Background: an optimization exercise with open tools, aiming at small area, a short achievable clock period and few clock cycles per item. Do not read the settings as production practice. In this exercise RTL edits were held to simulation tests only and were not proved equivalent to the original. Power figures rest on the tool's default switching activity, not on a simulated workload.

## bit_modulator
module bit_modulator (
    input  wire        clk,
    input  wire        rst,           
    input  wire        cmd_valid,
    output wire        cmd_ready,
    input  wire [2:0]  cmd_op,        
    input  wire [47:0] cmd_ts,        
    input  wire [31:0] cmd_fps,       
    input  wire [6:0]  cmd_len,       
    input  wire [63:0] cmd_code,      
    output reg         rsp_valid,
    output reg         rsp_status,    
    output reg         ev_valid,      
    output reg         ev_bit,
    output wire        active,
    output reg  [1:0]  phase,         
    output reg  [5:0]  bit_index,
    output reg         cur_valid,     
    output reg         cur_bit,
    output wire        color,         
    output reg  [31:0] meas_fps       
);
    localparam PH_IDLE = 2'd0;
    localparam PH_CAL  = 2'd1;
    localparam PH_RUN  = 2'd2;
    localparam M_NORM = 4'd0;    
    localparam M_CDIV = 4'd1;    
    localparam M_CSEL = 4'd2;    
    localparam M_CST1 = 4'd3;    
    localparam M_CST2 = 4'd4;    
    localparam M_LOOP = 4'd5;    
    localparam M_LA   = 4'd6;    
    localparam M_LB   = 4'd7;    
    localparam M_LC   = 4'd8;    
    localparam M_FIN  = 4'd9;    
    localparam M_CST3 = 4'd10;   
    reg        ready_q;
    reg        s1_v;
    reg        s1_start_ok, s1_start_bad, s1_tick, s1_stop;
    reg        s1_multi;      
    reg        s1_c1, s1_c2, s1_c0;
    reg [47:0] s1_ts;
    reg [3:0]  mode;
    reg [63:0] code;
    reg [6:0]  len;
    reg        t_lo, t_hi;
    reg [47:0] cal_t0;        
    reg [5:0]  cal_count;
    reg [48:0] nb, nb2, nb3;  
    reg [49:0] Q;             
    reg [22:0] R;             
    reg [22:0] a;
    reg [22:0] s;             
    reg        cq;            
    reg [22:0] aR;            
    reg        more;          
    reg        lup;           
    reg [5:0]  lvl;           
    reg [6:0]  rmod;          
    reg [5:0]  idx0;          
    reg [47:0] fps_t0;        
    reg [47:0] epoch;         
  ...
For scale: roughly 210 I/O pins, roughly 57000 µm² of cells after synthesis.
Settings: LEC_CHECK=0, ABC_CLOCK_PERIOD_IN_PS=4000, CAP_MARGIN=20, CORE_MARGIN=2, CORE_UTILIZATION=40, PLACE_DENSITY=0.6, SETUP_SLACK_MARGIN=5, SLEW_MARGIN=20; clock period 10.0 ns.
run.sh (not shown) runs the stock make flow with config.mk's settings and CLKGATE_MAP_FILE= SYNTH_SCRIPT=/design/flow/synth_recipe.tcl, a recipe that flattens the netlist after the stock synthesis.
Testbench counts at the start, summed over its fixed seeds: cycles 7,824, commands 6,776.
Rerun with:
--- a/flow/design.v
+++ b/flow/design.v
@@ -48,34 +48,30 @@
     reg [5:0]  cal_count;
     reg [48:0] nb, nb2, nb3;  
     reg [49:0] Q;             
     reg [22:0] R;             
     reg [22:0] a;
     reg [22:0] s;             
     reg        cq;            
-    reg [22:0] aR;            
     reg        more;          
     reg        lup;           
     reg [5:0]  lvl;           
     reg [6:0]  rmod;          
     reg [5:0]  idx0;          
     reg [47:0] fps_t0;        
     reg [47:0] epoch;         
     reg [15:0] fps_count;
     reg [4:0]  dcnt;
     assign cmd_ready = ready_q;
     assign active    = (phase != PH_IDLE);
     assign color     = cur_valid & cur_bit;
     wire accept = cmd_valid & ready_q;
     wire [23:0] sd    = {1'b0, s} - {1'b0, R};
-    wire [23:0] sa    = {1'b0, s} + {1'b0, aR};
-    wire [24:0] sar   = {2'b00, s} + {2'b00, aR} - {2'b00, R};
-    wire [24:0] s2r   = {2'b00, s} - {1'b0, R, 1'b0};
-    wire [22:0] s_n   = cq ? sa[22:0] : sd[22:0];
-    wire        cq_n  = cq ? sar[24] : s2r[24];       
+    wire [22:0] s_n   = cq ? (sd[22:0] + a) : sd[22:0];
+    wire        cq_n  = (s_n < R);
     wire [50:0] nsum  = {2'b00, nb3} + {1'b0, Q} + {50'd0, cq};
     wire [48:0] nsum_sat = {|nsum[50:48], nsum[47:0]};
     wire [48:0] tx_ref = (mode == M_LC) ? nb : nb3;
     wire        t_x   = !tx_ref[48] && (s1_ts >= tx_ref[47:0]);
     wire [5:0]  idx_inc  = (bit_index == len[5:0] - 6'd1) ? 6'd0 : bit_index + 6'd1;
     wire        bit_inc  = code[idx_inc];
     wire [23:0] r2    = {R, 1'b0};
@@ -96,15 +92,15 @@
     wire        m_30   = (cal_t0 >= 48'd2000000);
     wire [1:0]  mult_m = (cal_t0 <= 48'd666666) ? 2'd3 : (cal_t0 <= 48'd1000000) ? 2'd2 : 2'd1;
     wire [22:0] e3     = {1'b0, cal_t0[21:0]} + {cal_t0[21:0], 1'b0};
     wire [21:0] xm     = (mult_m == 2'd3) ? e3[21:0] : (mult_m == 2'd2) ? {cal_t0[20:0], 1'b0} : cal_t0[21:0];
     wire [23:0] mr4    = {nb2[21:0], 2'b00};
     wire [23:0] md1    = mr4 - {2'b00, cal_t0[21:0]};
     wire [23:0] md2    = mr4 - {1'b0, cal_t0[21:0], 1'b0};
-    wire [23:0] md3    = mr4 - {1'b0, nb[22:0]};
+    wire [23:0] md3    = mr4 - {1'b0, e3};
     wire [1:0]  mdig   = !md3[23] ? 2'd3 : !md2[23] ? 2'd2 : !md1[23] ? 2'd1 : 2'd0;
     wire [21:0] mrem   = !md3[23] ? md3[21:0] : !md2[23] ? md2[21:0] : !md1[23] ? md1[21:0] : mr4[21:0];
     wire [7:0]  d6     = {s[21:16], s[15:14]};
     wire [1:0]  d6q    = (d6 >= 8'd180) ? 2'd3 : (d6 >= 8'd120) ? 2'd2 : (d6 >= 8'd60) ? 2'd1 : 2'd0;
     wire [7:0]  d6s    = d6 - ((d6q == 2'd3) ? 8'd180 : (d6q == 2'd2) ? 8'd120 : (d6q == 2'd1) ? 8'd60 : 8'd0);
     wire [5:0]  d6r    = d6s[5:0];
     wire [22:0] mq     = meas_fps[22:0];
@@ -263,45 +259,40 @@
                     respond(1'b0, 1'b0, 1'b0);
                 end
             end
             M_CDIV: begin
                 ready_q <= 1'b0;
                 dcnt <= dcnt + 5'd1;
                 if (dcnt == 5'd0) begin
-                    s  <= {1'b0, xm};
-                    nb <= {26'd0, e3};                  
-                end else begin
-                    if (dcnt <= 5'd8)
-                        s <= {1'b0, d6r, s[13:0], d6q};
-                    nb2      <= {27'd0, mrem};
-                    meas_fps <= {meas_fps[29:0], mdig};
+                    s <= {1'b0, xm};
+                end else if (dcnt <= 5'd8) begin
+                    s <= {1'b0, d6r, s[13:0], d6q};
                 end
-                if (m_120 || m_30 || dcnt == 5'd12)
+                nb2      <= {27'd0, mrem};
+                meas_fps <= {meas_fps[29:0], mdig};
+                if (m_120 || m_30 || dcnt == 5'd11)
                     mode <= M_CSEL;
             end
             M_CSEL: begin
                 ready_q <= 1'b0;
                 if (m_120)
                     meas_fps <= 32'd7864320;
                 else if (m_30)
                     meas_fps <= 32'd1966080;
                 if (t_lo || m_30 || (m_120 && t_hi)) begin
                     a  <= 23'd3;                        
                     Q  <= 50'd33333;
                     R  <= 23'd1;
-                    aR <= 23'd2;
                     cq <= 1'b1;
                 end else if (!m_120 && (t_hi || m_le_t)) begin
                     a  <= 23'd60;                       
                     Q  <= {34'd0, s[15:0]};
                     R  <= {17'd0, s[21:16]};
-                    aR <= 23'd60 - {17'd0, s[21:16]};
                     cq <= (s[21:16] != 6'd0);
                 end else begin
-                    aR <= a - R;
                     cq <= (R != 23'd0);                 
                 end
                 nb3  <= {1'b0, epoch};                  
                 s    <= 23'd0;
                 mode <= M_CST1;
             end
             M_CST1, M_CST2: begin
@@ -345,15 +336,14 @@
                         ready_q <= !t_x;
                     end
                 end
             end
             M_LA: begin
                 ready_q <= 1'b0;
                 cq   <= (s < R);
-                aR   <= a - R;
                 mode <= M_LB;
             end
             M_LB: begin
                 ready_q <= 1'b0;
                 nb   <= nsum_sat;
                 mode <= M_LC;
             end
@@ -390,15 +380,14 @@
                     end
                 end
             end
             M_FIN: begin
                 ready_q   <= 1'b0;
                 bit_index <= ({1'b0, bit_index} + rmod >= len) ? ({1'b0, bit_index} + rmod - len) : ({1'b0, bit_index} + rmod);
                 cq   <= (s < R);
-                aR   <= a - R;
                 more <= 1'b1;
                 lvl  <= 6'd0;
                 mode <= M_LOOP;
             end
             default: mode <= M_NORM;
             endcase
             if (in_start) begin
Effect:
- The new run ran to the end with no violations
- worst setup slack loses 1.0 ns
- design area drops by a few percent
- power drops by well over a third
- routed wire length drops by a few percent
- count of clock-buffer cells in the layout drops by 6
- core utilization climbs by 1.1 points
Testbench counts after the change, summed over its fixed seeds: cycles 7,799, commands 6,776.

[afterwards: timing with drivers on the ports]
The flow's constraints put no driver on any port. The routed layouts listed below were extracted and timed again, unchanged, in two steps.
Step 1 (the two cells are an assumption about what drives the block):
set clk [get_ports {clk}]
set_driving_cell -lib_cell sky130_fd_sc_hd__clkbuf_16 $clk
set_driving_cell -lib_cell sky130_fd_sc_hd__buf_2 [delete_from_list [all_inputs] $clk]
Step 2 adds t to the input delays and takes it off the output delays; t is the mean of the earliest and latest rising clock arrival at the registers after step 1. Input paths then give back, and output paths get back, about the clock's delay inside the block.
a / b / c = ideal ports / drivers / drivers and shift; a / b = the first two.
| run | t, ns | slack for setup (ns) | hold slack, ns | worst setup path at the end |
|---|---|---|---|---|
| the first run | 0.780 | 5.058 / 5.058 / 4.376 | 0.482 / 0.482 / 0.482 | input to register |
| the second run | 0.758 | 4.053 / 4.053 / 4.053 | 0.452 / 0.452 / 0.452 | register to register |
After both steps every run listed still meets setup and hold. For the first run, which loses most, drivers alone change the setup slack by 0.000 ns; drivers and shift together by -0.682 ns.
